From an optimization exercise on the open Yosys and OpenROAD flow, aimed at small area, a short achievable clock period and few clock cycles; shortcuts taken in it are not production practice. RTL that was checked went through simulation tests only; none was proved equivalent to the original. Power is estimated from default activity; no workload was simulated.

## JK
// owd_core
module owd_core (
    input              clk,
    input              rst,
    input              start,
    input              cancel,
    input      [31:0]  sample_rate_hz,
    input              force_overdrive,
    input              channel_valid,
    input      [7:0]   channel,
    output reg         cur_valid,
    output reg [1:0]   cur_cmd,
    output reg [31:0]  cur_n,
    input              cur_ack,
    input      [63:0]  cur_sample,
    input              cur_level,
    input              cur_eos,
    output             snk_valid,
    output     [180:0] snk_data,
    output             idle,
    output             busy,
    output             halted,
    output reg [1:0]   halt_reason,
    output     [7:0]   chan
);
==> flow/config.mk <==
export PLATFORM = sky130hd
export DESIGN_NAME = owd_core
export DESIGN_NICKNAME = owd_core
export VERILOG_FILES = /design/flow/design.v
export SDC_FILE = /design/flow/constraint.sdc
export NUM_CORES = 4
export LEC_CHECK = 0
export ABC_CLOCK_PERIOD_IN_PS = 3500
export CAP_MARGIN = 30
export CORE_MARGIN = 2
export CORE_UTILIZATION = 55
export SETUP_SLACK_MARGIN = 5
export SLEW_MARGIN = 30
==> flow/constraint.sdc <==
create_clock -name core_clock -period 12.0 [get_ports {clk}]
set_input_delay 2.4000 -clock core_clock [delete_from_list [all_inputs] [get_ports {clk}]]
set_output_delay 2.4000 -clock core_clock [all_outputs]
set_load 0.01 [all_outputs]
run.sh (not shown) runs the stock make flow with config.mk's settings and CLKGATE_MAP_FILE= SYNTH_SCRIPT=/design/flow/synth_recipe.tcl, a recipe that flattens the netlist after the stock synthesis.
Testbench counts of JK, summed over its fixed seeds: cycles 58,474.
## Diff of input files: MS against JK
-- flow/design.v --
<<< JK, line 217
    assign snk_data[179:132] = rfd ? acc : 48'd0;
    assign snk_data[180]     = rfr & warn;
    wire m2_ok   = (ph == S_M2) && ack && !cur_eos;
    wire do_disp = (m2_ok && !x_gh && !x_gl && !unk) || (ph == S_DISP);
    wire f_rst   = (ph == S_DISP) ? c_rst   : x_rst;
>>> MS, line 217
    assign snk_data[179:132] = rfd ? acc : 48'd0;
    assign snk_data[180]     = rfr & warn;
    wire m2_ok   = (ph == S_M2) && ack;
    wire do_disp = (m2_ok && !x_gh && !x_gl && !unk) || (ph == S_DISP);
    wire f_rst   = (ph == S_DISP) ? c_rst   : x_rst;
<<< JK, line 254
                end
            end
            if ((ph == S_M2) && ack && (bits == 6'd0))
                field_start <= fall;
            begin
>>> MS, line 254
                end
            end
            if ((ph == S_M2) && (bits == 6'd0))
                field_start <= fall;
            begin
==> results.txt <==
From JK to MS the numbers moved as follows: achievable clock frequency lower; area of the core region higher.
Of MS and JK, the higher final cell count belongs to MS.
Looking at final net count, MS sits about 2% above JK.
Looking at MS and JK, the final total negative setup slack is a wash.
The worst hold slack on MS is in line with that on JK.
In the reports for MS and JK, the larger wire length belongs to JK.
Summary of MS over JK: final clock period utilization by the worst path increased 0.97 points, register area essentially unchanged.
No functional check of the RTL was part of MS.

* * *

## the baseline
owd_core, a different RTL version from the one above (not shown whole).
Size: about 380 flip-flops, about 32000 µm² of cells after synthesis.
export LEC_CHECK = 0
export ABC_CLOCK_PERIOD_IN_PS = 3500
export CAP_MARGIN = 30
export CORE_MARGIN = 2
export CORE_UTILIZATION = 55
export SETUP_SLACK_MARGIN = 5
export SLEW_MARGIN = 30
create_clock -name core_clock -period 12.0 [get_ports {clk}]
### the baseline -> the candidate
-- flow/design.v --
<<< the baseline, line 300
                case (ph)
                    S_IDLE: begin
                        layer       <= LAYER_UNKNOWN;
                        bits        <= 6'd0;
                        unk         <= 1'b1;
                        defer       <= 1'b0;
                        hacc        <= 1'b0;
                        lazy        <= 1'b0;
                        fr_done     <= 1'b0;
                        asm_pend    <= 1'b0;
                        tstep       <= 6'd0;
                        field_start[42:0] <= {1'b0, sample_rate_hz[31:13], 23'd0};
                        if (start) begin
                            if (sample_rate_hz < MIN_SAMPLE_RATE_HZ || !channel_valid) begin
>>> the candidate, line 300
                case (ph)
                    S_IDLE: begin
                        if (start) begin
                            if (sample_rate_hz < MIN_SAMPLE_RATE_HZ || !channel_valid) begin
<<< the baseline, line 317
                                cfg_chan    <= channel;
                                halt_reason <= HR_NONE;
                                ph          <= S_Q;
                            end
>>> the candidate, line 307
                                cfg_chan    <= channel;
                                halt_reason <= HR_NONE;
                                layer       <= LAYER_UNKNOWN;
                                bits        <= 6'd0;
                                unk         <= 1'b1;
                                defer       <= 1'b0;
                                hacc        <= 1'b0;
                                lazy        <= 1'b0;
                                fr_done     <= 1'b0;
                                asm_pend    <= 1'b0;
                                tstep       <= 6'd0;
                                field_start[42:0] <= {1'b0, sample_rate_hz[31:13], 23'd0};
                                ph          <= S_Q;
                            end
--- outcome ---
- The share of power burned in combinational logic of the candidate exceeds that of the baseline by 13 points.
- On post-route standard cell area excluding fillers: between the baseline and the candidate, it ends up higher for the baseline.
- The candidate against the baseline: number of nets in the layout decreased by 1.2% relative to the old numbers; placement row count saw little to no change.
- Changes observed in the candidate relative to the baseline: global-route total usage across every layer +0.50 points; final-layout worst hold slack -0.0068 ns; worst setup slack +0.024 ns; static leakage +about 3%; logic depth of the worst path, buffers included +1.
Testbench counts of the candidate, summed over its fixed seeds: cycles 58,474.
Only the layout flow was run in the baseline; the RTL was not checked for function there.

* * *

Another version of the RTL of owd_core (not shown whole).
Size in the first run: about 4,000 cells after synthesis, roughly 380 flip-flops, about 35,000 µm² of cells after synthesis.
clock: 12.0 ns
lec_check: 0
abc_clock_period_in_ps: 3500
cap_margin: 30
core_margin: 2
core_utilization: 55
setup_slack_margin: 5
slew_margin: 30
==> next run, changes <==
--- a/flow/design.v
+++ b/flow/design.v
@@ -251,33 +251,28 @@
     wire        r_commit = (rtype == REC_COMMIT);
     assign snk_valid         = rv;
     assign snk_data[1:0]     = rtype;
     assign snk_data[65:2]    = r_commit ? 64'd0 : s_samp;
     assign snk_data[68:66]   = r_marker ? rmk : r_frame ? rise[2:0] : 3'd0;
     assign snk_data[129:69]  = r_frame ? rise[63:3] : 61'd0;
     assign snk_data[131:130] = rfd ? layer : 2'd0;
     assign snk_data[179:132] = rfd ? acc : 48'd0;
     assign snk_data[180]     = rfr & warn;
-    wire m2_ok   = (ph == S_M2) && ack && !cur_eos;
+    wire m2_ok   = (ph == S_M2) && ack;
     wire do_disp = (m2_ok && !x_gh && !x_gl && !unk) || (ph == S_DISP);
     wire f_rst   = (ph == S_DISP) ? c_rst   : x_rst;
     wire f_warn  = (ph == S_DISP) ? c_warn  : x_warn;
     wire f_gtchk = (ph == S_DISP) ? c_gtchk : dd_gt15;
     wire f_gtsp  = (ph == S_DISP) ? c_gtsp  : dd_gt30;
     wire [24:0] fsp_lo  = {1'b0, fall[23:0]} + {8'd0, t30};
     wire [63:0] fall_sp = {fsp_lo[24] ? sb_hi_p1 : fall[63:24], fsp_lo[23:0]};
     always @(posedge clk) begin
-        if (rst) begin
-            ph          <= S_IDLE;
-            halt_reason <= HR_NONE;
-            cfg_chan    <= 8'd0;
-            rv          <= 1'b0;
-        end else begin
+        begin
             rv  <= 1'b0;
             rfd <= 1'b0;
             rfr <= 1'b0;
             if (!thr_ready) begin
                 tstep <= tstep + 6'd1;
                 field_start[42:0] <= {te_rn, te_qn};
                 case (te_wr)
                     4'd1: acc[32:0] <= {trem, tqb[12:0]};
                     4'd2: t10    <= tqb[15:0];
@@ -293,28 +288,21 @@
             end
             if (asm_pend) begin
                 asm_pend <= 1'b0;
                 if (asm_on) begin
                     if (asm_bit)
                         acc[bits] <= 1'b1;
                     bits <= bits + 6'd1;
                 end
             end
-            if ((ph == S_M2) && ack && (bits == 6'd0))
+            if ((ph == S_M2) && (bits == 6'd0))
                 field_start <= fall;
-            if (ack && cur_eos) begin
-                if (ph == S_B) begin
-                    ph <= S_EFIX;
-                end else begin
-                    halt_reason <= HR_EOS;
-                    ph          <= S_HALT;
-                end
-            end else begin
+            begin
                 case (ph)
                     S_IDLE: begin
                         if (start) begin
                             if (sample_rate_hz < MIN_SAMPLE_RATE_HZ || !channel_valid) begin
                                 halt_reason <= HR_CONFIG;
                                 ph          <= S_CFGE;
                             end else begin
                                 cfg_chan    <= channel;
                                 halt_reason <= HR_NONE;
@@ -492,11 +480,26 @@
                         ph        <= asm_next;
                     end else if (f_gtchk) begin
                         ph <= S_B;
                     end else begin
                         ph <= S_C1;
                     end
                 end
             end
         end
+        if (ack && cur_eos) begin
+            rv <= 1'b0;
+            if (ph == S_B) begin
+                ph <= S_EFIX;
+            end else begin
+                halt_reason <= HR_EOS;
+                ph          <= S_HALT;
+            end
+        end
+        if (rst) begin
+            ph          <= S_IDLE;
+            halt_reason <= HR_NONE;
+            cfg_chan    <= 8'd0;
+            rv          <= 1'b0;
+        end
     end
 endmodule
Combinational power goes up by about 30%.
Utilization goes up by 1.3 points.
Final area goes down by 6.9%.
Routed wire length goes down by about 6%.
Count of clock-buffer cells in the layout goes up by 5.
Die area goes down by 8.7%.
Synthesized area goes down by 8.9%.
Global-route usage goes up by 1.7 points.
Sequential share of layout area goes down by 2.7 points.
Cell count goes down by 3.8%.
Function was not checked in any run of this note: the RTL went through the layout flow alone.

-- port drivers added, routing unchanged --
In the flow no input, the clock included, has a driving cell. The finished layouts below were timed again as built, in two steps.
Step 1 assumes that a clkbuf_16 drives the clock port and a buf_2 every other input.
Step 2 times the ports against the registers' clock, not the clock port: input delays grow and output delays shrink by t, the midpoint of the rising clock arrivals with the driver on.
Slacks: no drivers / after step 1 / after step 2; pairs: no drivers / after step 1.
run	shift t [ns]	setup slack, ns	hold slack, ns	latest minus earliest clock arrival (ns)	worst register clock-pin slew, ns
JK	0.680	5.107 / 5.136 / 4.456	0.452 / 0.452 / 0.452	0.039 / 0.039	0.07 / 0.07
MS	0.673	4.992 / 5.022 / 4.349	0.453 / 0.453 / 0.453	0.049 / 0.049	0.07 / 0.07
the baseline	0.676	5.066 / 5.028 / 4.352	0.467 / 0.467 / 0.467	0.028 / 0.029	0.07 / 0.07
the candidate	0.683	5.089 / 5.127 / 4.444	0.460 / 0.460 / 0.460	0.042 / 0.042	0.07 / 0.07
the first run of note 3	0.688	5.127 / 5.135 / 4.487	0.455 / 0.455 / 0.455	0.015 / 0.015	0.07 / 0.07
the second run of note 3	0.676	5.098 / 5.138 / 4.470	0.458 / 0.458 / 0.458	0.025 / 0.025	0.07 / 0.07
After both steps setup and hold are still met in every run listed. The setup slack of the baseline, which loses most, moves by -0.038 ns with the drivers and by -0.714 ns with both steps.
